From an optimization exercise on the open Yosys and OpenROAD flow, aimed at small area, a short achievable clock period and few clock cycles; shortcuts taken in it are not production practice.
In this exercise RTL edits were held to simulation tests only and were not proved equivalent to the original.
Power is estimated from default activity; no workload was simulated.

<file path="flow/run.sh">
#!/bin/bash
# Standard layout, but let the resizer change a cell's footprint (so it can
# upsize gates and port buffers) and buffer the ports with buf_2.
set -euo pipefail
bash standard.sh MATCH_CELL_FOOTPRINT=0 'BUFFER_PORTS_ARGS=-buffer_cell sky130_fd_sc_hd__buf_2' finish > make_finish.log 2>&1
</file>
<file path="standard.sh">
#!/bin/bash
# synth_recipe.tcl (not shown) runs the flow's synth.tcl, then flattens the netlist and writes it again
# the make line also repeats each setting of config.mk as NAME=value (left out here)
make -C /OpenROAD-flow-scripts/flow DESIGN_CONFIG=/design/flow/config.mk WORK_HOME=/design/flow/orfs CLKGATE_MAP_FILE= SYNTH_SCRIPT=/design/flow/synth_recipe.tcl "${@:-finish}"
</file>
<file path="config.mk">
export PLATFORM = sky130hd
export DESIGN_NAME = upe_link
export DESIGN_NICKNAME = upe_link
export VERILOG_FILES = /design/flow/design.v
export SDC_FILE = /design/flow/constraint.sdc
export NUM_CORES = 4
export LEC_CHECK = 0
export ABC_AREA = 1
export ABC_CLOCK_PERIOD_IN_PS = 2000
export CAP_MARGIN = 20
export CORE_MARGIN = 2
export CORE_UTILIZATION = 55
export CTS_BUF_LIST = sky130_fd_sc_hd__clkbuf_8
export SETUP_SLACK_MARGIN = 2.0
export SLEW_MARGIN = 20
</file>
<file path="constraint.sdc">
create_clock -name core_clock -period 4.0 [get_ports {clk}]
set_input_delay 0.8000 -clock core_clock [delete_from_list [all_inputs] [get_ports {clk}]]
set_output_delay 0.8000 -clock core_clock [all_outputs]
set_load 0.01 [all_outputs]
</file>
<file path="design.v">
module upe_link (
    input  wire        clk,
    input  wire        rst,
    input  wire        strict,
    input  wire        rx_valid,
    input  wire [7:0]  rx_data,
    output wire        rx_ready,
    output reg         ro_valid,
    input  wire        ro_ready,
    output reg  [1:0]  ro_kind,
    output reg  [7:0]  ro_data,
    output wire [15:0] ro_crc_calc,
    output wire [15:0] ro_crc_recv,
    input  wire        ti_valid,
    input  wire [7:0]  ti_data,
    output wire        ti_ready,
    output reg         to_valid,
    input  wire        to_ready,
    output reg  [7:0]  to_data
);
    localparam [1:0] K_BYTE  = 2'd0;
    localparam [1:0] K_FRAME = 2'd1;
    localparam [1:0] K_DROP  = 2'd2;
    localparam [15:0] KEY_B0 = 16'h7760;
    localparam [15:0] KEY_B1 = 16'h3019;
    localparam [15:0] KEY_B2 = 16'h065F;
    localparam [15:0] KEY_B3 = 16'h4052;
    localparam [15:0] KEY_B4 = 16'h1625;
    localparam [15:0] KEY_B5 = 16'h431A;
    localparam [15:0] KEY_B6 = 16'h4C8A;
    localparam [15:0] KEY_B7 = 16'hC428;
    function [7:0] key;
        input [3:0] i;
        begin
            key = {KEY_B7[i], KEY_B6[i], KEY_B5[i], KEY_B4[i],
                   KEY_B3[i], KEY_B2[i], KEY_B1[i], KEY_B0[i]};
        end
    endfunction
    function [15:0] dec16;
        input [15:0] c;
        integer k;
        begin
            dec16[0] = ~c[0];
            for (k = 1; k < 16; k = k + 1)
                dec16[k] = c[k] ^ ~|(c & ((16'd1 << k) - 16'd1));
        end
    endfunction
    function [15:0] crc_update;
        input [7:0]  b;
        input [15:0] crc;
        reg [7:0] x;
        begin
            x = crc[15:8] ^ b;
            x = x ^ {4'd0, x[7:4]};
            crc_update = {crc[7:0], 8'd0} ^ {x[3:0], 12'd0} ^
                         {3'd0, x, 5'd0} ^ {8'd0, x};
        end
    endfunction
    localparam [3:0] S_IDLE    = 4'd0;
    localparam [3:0] S_SYNC2   = 4'd1;
    localparam [3:0] S_LENLO   = 4'd2;
    localparam [3:0] S_LENHI   = 4'd3;
    localparam [3:0] S_PAYLOAD = 4'd4;
    localparam [3:0] S_CKLO    = 4'd5;
    localparam [3:0] S_CKHI    = 4'd6;
    localparam [3:0] S_FOOT1   = 4'd7;
    localparam [3:0] S_FOOT2   = 4'd8;
    reg [3:0]  stage;
    reg [15:0] rcnt;
    reg [3:0]  rkidx;
    reg        rshort;
    reg        rl0s;         
    reg [15:0] crc_calc;
    reg        ro_new;       
    assign rx_ready    = ro_ready;
    assign ro_crc_calc = crc_calc;
    assign ro_crc_recv = rcnt;
    wire       rx_take  = rx_valid && rx_ready;
    wire [7:0]  rkey     = key(rkidx);
    wire [7:0]  rx_plain = rx_data ^ rkey;
    wire [15:0] crc_next = crc_update(ro_data, crc_calc);
    wire [15:0] rcnt_dec = dec16(rcnt);
    wire        crc_ok   = (crc_calc == rcnt);
    reg        rp;
    reg [1:0]  rp_kind;
    reg [7:0]  rp_data;
    always @(*) begin
        rp      = 1'b0;
        rp_kind = K_BYTE;
        rp_data = rx_plain;
        case (stage)
            S_PAYLOAD: rp = 1'b1;
            S_FOOT1: begin
                rp      = (rx_data != 8'hDC);
                rp_kind = K_DROP;
                rp_data = 8'd0;
            end
            S_FOOT2: begin
                rp = 1'b1;
                if (rx_data != 8'hBA) begin
                    rp_kind = K_DROP;
                    rp_data = 8'd0;
                end else if (rshort) begin
                    rp_kind = K_DROP;
                    rp_data = 8'd1;
                end else if (strict && !crc_ok) begin
                    rp_kind = K_DROP;
                    rp_data = 8'd2;
                end else begin
                    rp_kind = K_FRAME;
                    rp_data = {7'd0, crc_ok};
                end
            end
            default: ;
        endcase
    end
    always @(posedge clk) begin
        if (rx_ready) begin
            ro_kind <= rp_kind;
            ro_data <= rp_data;
        end
        if (ro_new)
            crc_calc <= crc_next;
        if (rx_take) begin
            case (stage)
                S_LENLO: begin
                    rcnt[7:0] <= rx_data;
                    rl0s      <= (rx_data[7:1] == 7'd0);
                end
                S_LENHI: begin
                    rcnt[15:8] <= rx_data;
                    rkidx      <= 4'd0;
                    crc_calc   <= 16'd0;
                    rshort     <= (rx_data == 8'd0) && rl0s;
                end
                S_PAYLOAD: begin
                    rcnt  <= rcnt_dec;
                    rkidx <= rkidx + 4'd1;
                end
                S_CKLO: begin
                    rcnt[7:0] <= rx_plain;
                    rkidx     <= rkidx + 4'd1;
                end
                S_CKHI: rcnt[15:8] <= rx_plain;
                default: ;
            endcase
        end
        if (rst) begin
            stage    <= S_IDLE;
            ro_valid <= 1'b0;
            ro_new   <= 1'b0;
        end else begin
            if (rx_ready)
                ro_valid <= rx_valid && rp;
            ro_new <= rx_take && stage == S_PAYLOAD;
            if (rx_take) begin
                case (stage)
                    S_IDLE:    if (rx_data == 8'hAB) stage <= S_SYNC2;
                    S_SYNC2:   stage <= (rx_data == 8'hCD) ? S_LENLO : S_IDLE;
                    S_LENLO:   stage <= S_LENHI;
                    S_LENHI:   stage <= (rx_data == 8'd0 && rl0s && !rcnt[0]) ?
                                        S_CKLO : S_PAYLOAD;
                    S_PAYLOAD: if (rcnt == 16'd1) stage <= S_CKLO;
                    S_CKLO:    stage <= S_CKHI;
                    S_CKHI:    stage <= S_FOOT1;
                    S_FOOT1:   stage <= (rx_data == 8'hDC) ? S_FOOT2 : S_IDLE;
                    default:   stage <= S_IDLE;
                endcase
            end
        end
    end
    localparam [3:0] T_AB   = 4'b0000;
    localparam [3:0] T_CD   = 4'b0001;
    localparam [3:0] T_L0   = 4'b0010;
    localparam [3:0] T_L1   = 4'b0011;
    localparam [3:0] T_PAY  = 4'b1000;
    localparam [3:0] T_K0   = 4'b0100;
    localparam [3:0] T_K1   = 4'b0101;
    localparam [3:0] T_DC   = 4'b0110;
    localparam [3:0] T_BA   = 4'b0111;
    localparam [1:0] I_L0   = 2'b00;    
    localparam [1:0] I_L1   = 2'b01;    
    localparam [1:0] I_PAY  = 2'b10;    
    localparam [1:0] I_HOLD = 2'b11;    
    reg [3:0]  tstate;
    reg [1:0]  tin;
    reg [15:0] tcnt;
    reg [3:0]  tkidx;
    reg [15:0] tcrc;
    reg        tl0z;         
    wire out_free = to_ready;
    assign ti_ready = !tin[1] || (tstate[3] && to_ready);
    wire tx_take  = ti_valid && ti_ready;
    wire pay_take = ti_valid && tstate[3] && out_free;
    wire [7:0]  tkey      = key(tkidx);
    wire [15:0] tcrc_cur  = tcrc;
    wire [15:0] tcrc_next = crc_update(ti_data, tcrc_cur);
    wire [15:0] tcnt_dec  = dec16(tcnt);
    reg       tg;
    reg [7:0] tg_data;
    always @(*) begin
        tg      = 1'b1;
        tg_data = 8'hAB;
        case (tstate)
            T_AB: begin
                tg      = (tin != I_L0) || ti_valid;
                tg_data = 8'hAB;
            end
            T_CD:  tg_data = 8'hCD;
            T_L0: begin
                tg      = tin[1];
                tg_data = tcnt[7:0];
            end
            T_L1: begin
                tg      = tin[1];
                tg_data = tcnt[15:8];
            end
            T_PAY: begin
                tg      = ti_valid;
                tg_data = ti_data ^ tkey;
            end
            T_K0:  tg_data = tcrc_cur[7:0] ^ tkey;
            T_K1:  tg_data = tcrc_cur[15:8] ^ tkey;
            T_DC:  tg_data = 8'hDC;
            default: tg_data = 8'hBA;
        endcase
    end
    reg [3:0] tstate_n;
    reg [1:0] tin_n;
    always @(*) begin
        tin_n    = tin;
        tstate_n = tstate;
        if (tx_take && tin == I_L0)
            tin_n = I_L1;
        if (tx_take && tin == I_L1)
            tin_n = (ti_data == 8'd0 && tl0z) ? I_HOLD : I_PAY;
        if (out_free && tg) begin
            case (tstate)
                T_AB: tstate_n = T_CD;
                T_CD: tstate_n = T_L0;
                T_L0: tstate_n = T_L1;
                T_L1: begin
                    if (tin == I_HOLD) begin
                        tin_n    = I_L0;
                        tstate_n = T_K0;
                    end else begin
                        tstate_n = T_PAY;
                    end
                end
                T_PAY: begin
                    if (tcnt == 16'd1) begin
                        tin_n    = I_L0;
                        tstate_n = T_K0;
                    end
                end
                T_K0: tstate_n = T_K1;
                T_K1: tstate_n = T_DC;
                T_DC: tstate_n = T_BA;
                default: tstate_n = T_AB;
            endcase
        end
    end
    wire to_valid_n = out_free ? tg : to_valid;
    always @(posedge clk) begin
        if (out_free)
            to_data <= tg_data;
        if (tx_take && tin == I_L0) begin
            tcnt[7:0] <= ti_data;
            tl0z      <= (ti_data == 8'd0);
        end
        if (tx_take && tin == I_L1)
            tcnt[15:8] <= ti_data;
        if (out_free && tg && tstate == T_L1) begin
            tkidx  <= 4'd0;
            tcrc   <= 16'd0;
        end
        if (pay_take) begin
            tcrc   <= tcrc_next;
            tcnt   <= tcnt_dec;
            tkidx  <= tkidx + 4'd1;
        end
        if (out_free && tstate == T_K0)
            tkidx <= tkidx + 4'd1;
        if (rst) begin
            tstate   <= T_AB;
            tin      <= I_L0;
            to_valid <= 1'b0;
        end else begin
            tstate   <= tstate_n;
            tin      <= tin_n;
            to_valid <= to_valid_n;
        end
    end
endmodule
</file>
==> results of run 1 <==
[through the flow]
stage	instance area [µm²]	cells	total power (W)	hold WS (ns)
after floorplan	6960	923	0.00208	0.481
after global placement	7480	1155	0.00236	0.460
after detailed placement	7480	1155	0.00239	0.462
after CTS	7870	1180	0.00311	0.480
after global routing	8070	1194	0.00330	0.504
final	8070	1194	0.00312	0.477
[cell usage after synthesis (10+ instances only)]
cell      count
nand2_1     250
inv_1       112
nor2_1      107
edfxtp_1     77
nand3_1      65
o21ai_0      45
xor2_1       39
a21oi_1      31
dfxtp_1      29
xnor2_1      22
ha_1         20
nand4_1      17
nor3_1       13
o21ai_1      11
o211ai_1     10
or2_2        10
[registers in the layout (all words and copies together), names as in the netlist, 2 cells and up]
| register | flops |
|---|---|
| tcrc | 16 |
| crc_calc | 16 |
| rcnt | 16 |
| tcnt | 16 |
| ro_data | 8 |
| stage | 4 |
| tin | 2 |
| to_data | 8 |
| rkidx | 4 |
| tstate | 4 |
| ro_kind | 2 |
| tkidx | 4 |
[worst min-delay path by stage]
| stage | to | depth (start not counted) | startpoint |
|---|---|---|---|
| CTS | ro_valid$_SDFFE_PP0P_ | 2 | ro_valid$_SDFFE_PP0P_ |
| global route | to_valid$_SDFFE_PP0P_ | 2 | to_valid$_SDFFE_PP0P_ |
| detailed placement | ro_valid$_SDFFE_PP0P_ | 2 | ro_valid$_SDFFE_PP0P_ |
| floorplan | to_valid$_SDFFE_PP0P_ | 2 | to_valid$_SDFFE_PP0P_ |
| finish | ro_valid$_SDFFE_PP0P_ | 2 | ro_valid$_SDFFE_PP0P_ |
| global placement | ro_valid$_SDFFE_PP0P_ | 2 | ro_valid$_SDFFE_PP0P_ |
[layer usage]
metal | up-vias | track usage [%] | part of all wire [%]
li1 | 3200 | - | -
met1 | 2985 | 42.8 | 46
met5 | - | 0 | 0
met4 | 0 | 6.35 | 1.1
met3 | 26 | 6.07 | 8.0
met2 | 287 | 42.8 | 45
[worst reg2reg max path, delay by kind of cell (launching register included)]
kind / cells / cell delay (ns)
AND/OR/NAND/NOR: 3 / 0.50
flip-flops: 1 / 0.44
adder cells (fa/ha/maj): 2 / 0.28
buffers and inverters: 3 / 0.25
XOR/XNOR: 1 / 0.12
AO/OA/AOI/OAI: 1 / 0.07
[timing repair]
| item | in CTS | in global routing |
|---|---|---|
| setup endpoints to repair | 97 | 65 |
| resized for setup | 27 | 27 |
| buffers inserted | 9 | 14 |
| pin swaps | 5 | 8 |
| hold buffers | 0 | 0 |
[area by class of cell]
type / instances / area [µm²] / share of cell area (%)
inverters: 120 / 465 / 5.77
flip-flops and latches: 106 / 2900 / 35.9
well taps: 172 / 215 / 2.67
multi-input cells: 681 / 3670 / 45.5
clock inverters: 6 / 71.3 / 0.884
repair buffers: 99 / 609 / 7.55
clock buffers: 10 / 138 / 1.71
[kinds of logic (layout without fill, tap and decap cells)]
family	Yosys count	count (layout)
AOI/OAI and AO/OA	117	117
xor gates and xnor gates	64	64
adders and majority gates	20	20
buffers and inverters	136	235
DFF	106	106
and+or+nand+nor	480	480
[power by group through the flow]
stage | Clock, W | Combinational (W) | Sequential [W]
finish | 0.000717 | 0.000934 | 0.00147
global route | 0.000769 | 0.00105 | 0.00149
CTS | 0.000728 | 0.000911 | 0.00147
detailed placement | 0 | 0.000892 | 0.00150
global placement | 0 | 0.000874 | 0.00149
floorplan | 0 | 0.000586 | 0.00150
==> flow_metrics.env, run 1 <==
export IMPL_r2r_end="tcnt[9]$_DFFE_PP_"
export IMPL_fin_crit_sh_pct=49.7
export IMPL_clk_pin_slew_ns=0.10
export IMPL_first_iter_violations=823
export IMPL_grt_usage_pct=28.6
export IMPL_synth_area_per_cell_um2=7.54
export IMPL_rows=41
export IMPL_path_cells="buf_12 > inv_8 > o21ai_4 > buf_6"
export IMPL_path_depth=4
export IMPL_drive_gt1_share_pct=17.0
export IMPL_synth_xor_area_share_pct=8.38
export IMPL_hold_violations=0
export IMPL_grt_setup_unrepaired="yes"
export IMPL_synth_top_family_by_area="simple AND/OR/NAND/NOR gates"
export IMPL_fmax_mhz=503
export IMPL_ys_types=41
export IMPL_wl_per_cell_um=16.2
export IMPL_crit_path_max_fanout=2
export IMPL_cap_violations=0
export IMPL_fp_coreArea_um2=12500
export IMPL_final_common_cell="nand2_1"
export IMPL_final_core_utilization_pct=64.7
export IMPL_synth_compound_area_share_pct=9.51
export IMPL_endpoint="ti_ready"
export IMPL_power_internal_w=0.00200
export IMPL_cts_tree="built"
export IMPL_grt_antenna_before_repair=0
export IMPL_worst_path_buf_inv=3
export IMPL_leakagePower_nw=3.70
export IMPL_worst_skew_pair_late_latency_ns=0.40
export IMPL_power_switching_w=0.00113
export IMPL_yosys_area_share_adder_pct=3.60
export IMPL_cts_sinks=106
export IMPL_clkPwrFrac_pct=23.0
export IMPL_relSlewSlack_pct=39.6
export IMPL_tightest_slew_ns=0.904
export IMPL_post_dp_hpwl_mm=14.4
export IMPL_finalWeightedCongestion=0.948
export IMPL_yosysTopAreaCellShare_pct=33.2
export IMPL_cts_root_buffer="clkbuf_8"
export IMPL_via_per_inst=5.44
export IMPL_port_buffers=76
export IMPL_netlist_area_um2=6960
export IMPL_yosysWarnings=1
export IMPL_grt_max_degree=31
export IMPL_fin_crit_ns=1.99
export IMPL_pwr_share_comb_pct=29.9
export IMPL_dr_pass1_iters=6
export IMPL_irDropWorstVdd_mv=0.318
export IMPL_skew_ns=0.0185
export IMPL_crit_arrival_ns=1.19
export IMPL_ff2ff_setup_slack_ns=2.08
export IMPL_fp_dieArea_um2=13600
export IMPL_post_place_ws_ns=0.842
export IMPL_critPathLaunchType="input port"
export IMPL_reg2reg_from="tcnt[0]$_DFFE_PP_"
export IMPL_grt_pass1_vias=5786
export IMPL_htreeDepth=3
export IMPL_synth_mux_area_fraction_pct=0
export IMPL_clk_path_buf_depth=2
export IMPL_reg2reg_depth=10
export IMPL_synthArstFlopShare_pct=0
export IMPL_io_pin_count=77
export IMPL_report_final_slew_viol_count=0
export IMPL_cpMaxStageDelayCell="o21ai_4"
export IMPL_critical_path_top_delay_family="buffers and inverters"
export IMPL_synth_cells=923
export IMPL_grt_pass1_wl_mm=29.6
export IMPL_diodes=0
export IMPL_gr_total_overflow=0
export IMPL_setup_tns_final_ns=0
export IMPL_fin_nets=1060
export IMPL_synthSimpleGateAreaFrac_pct=29.4
export IMPL_yosys_register_bits=106
export IMPL_fillers=1163
export IMPL_vias=6498
export IMPL_initial_utilization_pct=55.8
export IMPL_status="no timing/DRC/antenna violations"
export IMPL_synth_area_top_cells="edfxtp_1 (33%), nand2_1 (13%), dfxtp_1 (8.3%)"
export IMPL_synth_flop_cell="edfxtp_1"
export IMPL_layout_common_cells="nand2_1 (245), inv_1 (107), nor2_1 (103), edfxtp_1 (77), buf_2 (73)"
export IMPL_syn_nets=966
export IMPL_wirelength_mm=19.3
export IMPL_die_w_um=116
export IMPL_syn_to_final_growth_pct=16.0
export IMPL_worstSetupStartpoint="to_ready"
export IMPL_p_per_area_nw_per_um2=387
export IMPL_synth_edf_count=77
export IMPL_drcViolationCount=0
export IMPL_die_y_um=116
export IMPL_worst_setup_path_type="in -> out"
export IMPL_synth_top_cell_by_area="edfxtp_1"
export IMPL_swShare_pct=36.0
export IMPL_endpoint_kind="output port"
export IMPL_final_antenna_net_count=0
export IMPL_hold_path_class="reg -> reg"
export IMPL_critPathMaxStageDelay_ns=0.15
export IMPL_fin_ws_ns=2.01
export IMPL_power_frac_seq_pct=47.1
export IMPL_setup_violations_final=0
export IMPL_cts_inserted_buffers=9
export IMPL_worstPathRequired_ns=3.20
export IMPL_synth_seq_area_share_pct=41.6
Testbench counts, summed over its fixed seeds: cycles 28,518.
==> run 2: changes to the inputs <==
--- a/config.mk
+++ b/config.mk
@@ -11,3 +11,3 @@
 export CORE_MARGIN = 2
-export CORE_UTILIZATION = 55
+export CORE_UTILIZATION = 62
 export CTS_BUF_LIST = sky130_fd_sc_hd__clkbuf_8
==> run 2 against run 1 <==
Effect of this change: still clean; sequential power barely moved; clock skew grew 0.00086 ns; via count increased by 0.57%; critical path type unchanged; highest routed layer unchanged.
==> flow_metrics.env, run 2 <==
export IMPL_netlist_area_um2=6960
export IMPL_grt_antenna_before_repair=0
export IMPL_setup_violations_final=0
export IMPL_port_buffers=76
export IMPL_status="no timing/DRC/antenna violations"
export IMPL_vias=6535
export IMPL_yosysWarnings=1
export IMPL_grt_pass1_vias=5950
export IMPL_tightest_slew_ns=0.903
export IMPL_yosysTopAreaCellShare_pct=33.2
export IMPL_worstPathRequired_ns=3.20
export IMPL_synth_top_family_by_area="simple AND/OR/NAND/NOR gates"
export IMPL_hold_violations=0
export IMPL_io_pin_count=77
export IMPL_fin_nets=1061
export IMPL_post_dp_hpwl_mm=14.3
export IMPL_rows=38
export IMPL_diodes=0
export IMPL_report_final_slew_viol_count=0
export IMPL_synth_seq_area_share_pct=41.6
export IMPL_wl_per_cell_um=16.3
export IMPL_wirelength_mm=19.0
export IMPL_fin_cells=1163
export IMPL_ff2ff_setup_slack_ns=2.04
export IMPL_worst_setup_path_type="in -> out"
export IMPL_endpoint_kind="output port"
export IMPL_yosys_area_share_adder_pct=3.60
export IMPL_via_per_inst=5.62
export IMPL_dpl_cell_count=1124
export IMPL_drive_gt1_share_pct=16.8
export IMPL_grt_max_degree=31
export IMPL_worst_skew_pair_late_latency_ns=0.39
export IMPL_irDropWorstVdd_mv=0.330
export IMPL_drcViolationCount=0
export IMPL_synth_top_cell_by_area="edfxtp_1"
export IMPL_grt_pass1_wl_mm=29.3
export IMPL_hold_path_class="reg -> reg"
export IMPL_final_common_cell="nand2_1"
export IMPL_fp_coreArea_um2=10900
export IMPL_synth_area_top_cells="edfxtp_1 (33%), nand2_1 (13%), dfxtp_1 (8.3%)"
export IMPL_htreeDepth=3
export IMPL_p_per_area_nw_per_um2=385
export IMPL_layout_common_cells="nand2_1 (245), inv_1 (110), nor2_1 (103), edfxtp_1 (77), buf_2 (74)"
export IMPL_cts_sinks=106
export IMPL_synth_xor_area_share_pct=8.38
export IMPL_dr_pass1_iters=6
export IMPL_grt_setup_unrepaired="yes"
export IMPL_cts_inserted_buffers=9
export IMPL_first_iter_violations=823
export IMPL_clk_path_buf_depth=2
export IMPL_synth_flop_cell="edfxtp_1"
export IMPL_cts_root_buffer="clkbuf_8"
export IMPL_fin_crit_ns=1.97
export IMPL_yosys_register_bits=106
export IMPL_relSlewSlack_pct=39.7
export IMPL_final_antenna_net_count=0
export IMPL_critPathLaunchType="input port"
export IMPL_synth_mux_area_fraction_pct=0
export IMPL_cts_tree="built"
export IMPL_syn_nets=966
export IMPL_fmax_mhz=507
export IMPL_cts_hold_buf=0
export IMPL_leakagePower_nw=3.70
export IMPL_skew_ns=0.0194
export IMPL_syn_to_final_growth_pct=15.1
export IMPL_die_w_um=110
export IMPL_synth_area_per_cell_um2=7.54
export IMPL_synth_cells=923
export IMPL_setup_tns_final_ns=0
export IMPL_synth_common_cells="nand2_1 (250), inv_1 (112), nor2_1 (107)"
export IMPL_ys_types=41
export IMPL_gr_total_overflow=0
export IMPL_grt_usage_pct=32.0
export IMPL_crit_arrival_ns=1.17
export IMPL_fin_crit_sh_pct=49.3
export IMPL_synthSimpleGateAreaFrac_pct=29.4
export IMPL_clk_pin_slew_ns=0.11
export IMPL_die_y_um=110
export IMPL_fp_dieArea_um2=12100
export IMPL_synthArstFlopShare_pct=0
export IMPL_crit_path_max_fanout=3
export IMPL_timing_hold_ws_ns=0.503
export IMPL_initial_utilization_pct=63.9
export IMPL_cap_violations=0
export IMPL_synth_edf_count=77
export IMPL_finalWeightedCongestion=1.02
export IMPL_synth_compound_area_share_pct=9.51
export IMPL_synth_most_common_cell="nand2_1"
[run 2: through the flow]
step	setup WS (ns)	area [µm²]	utilization (%)	power, W
floorplan	2.00	6960	-	0.00208
global placement	1.58	7450	68.4	0.00235
detailed placement	1.50	7450	68.4	0.00238
CTS	2.00	7790	71.6	0.00306
global route	1.88	8010	73.6	0.00327
finish	2.03	8010	73.6	0.00308
[run 2: area by class of cell]
type	count	area, µm²
clock buffer	9	124
multi-input combinational	681	3670
tap	140	175
sequential	106	2900
clock inverter	7	78.8
timing repair buffer	100	611
fill	862	2880
inverter	120	455
[run 2: timing repair]
item                                   in CTS  in global routing
setup buffers                               8                 15
setup endpoints to repair                  71                 41
pin swaps                                   3                  9
gates resized for setup                    24                 26
endpoints found under the hold margin       0                  0
[run 2: critical path, stage by stage]
cell     delay, ns
buf_12        0.08
inv_4         0.04
o21ai_2       0.11
buf_2         0.14
[run 2: path summary, 6_finish.rpt]
| kind | start | to | cells after the start |
|---|---|---|---|
| min reg2reg | ro_valid$_SDFFE_PP0P_ | ro_valid$_SDFFE_PP0P_ | 2 |
| max reg2reg | tcnt[0]$_DFFE_PP_ | tcnt[10]$_DFFE_PP_ | 13 |
| max | to_ready | ti_ready | 4 |
| min | ro_valid$_SDFFE_PP0P_ | ro_valid$_SDFFE_PP0P_ | 2 |
[run 2: cell families after synthesis]
logic type               after synthesis
AND/OR/NAND/NOR                      480
buffers and inverters                136
adder cells (fa/ha/maj)               20
flip-flops                           106
XOR/XNOR                              64
AO/OA/AOI/OAI                        117
[run 2: per-layer routing]
metal / global-route usage, % / wire (µm)
met1: 46.6 / 8200
met2: 48.6 / 8460
met3: 6.40 / 1990
met4: 8.32 / 339
met5: 0 / 0
[run 2: power breakdown]
| part | total, W | switching, W | internal [W] |
|---|---|---|---|
| sequential | 0.00148 | 0.000165 | 0.00131 |
| clock | 0.000680 | 0.000386 | 0.000293 |
| combinational | 0.000924 | 0.000555 | 0.000369 |

port drivers added, routing unchanged:
In the flow no input, the clock included, has a driving cell. The finished layouts below were timed again as built, in two steps. Step 1, drivers: a clkbuf_16 drives clk and a buf_2 each remaining input, both assumed. Step 2 times the ports against the registers' clock, not the clock port: input delays grow and output delays shrink by t, the midpoint of the rising clock arrivals with the driver on. Three values: ideal, step 1, step 2; two values: the first two.
run | t, ns | setup slack, ns | worst setup path at the end
run 1 | 0.429 | 2.013 / 1.952 / 1.733 | input to register
run 2 | 0.419 | 2.026 / 1.964 / 1.724 | input to register
After both steps setup and hold are still met in every run listed. The setup slack of run 2, which loses most, moves by -0.062 ns with the drivers and by -0.302 ns with both steps.
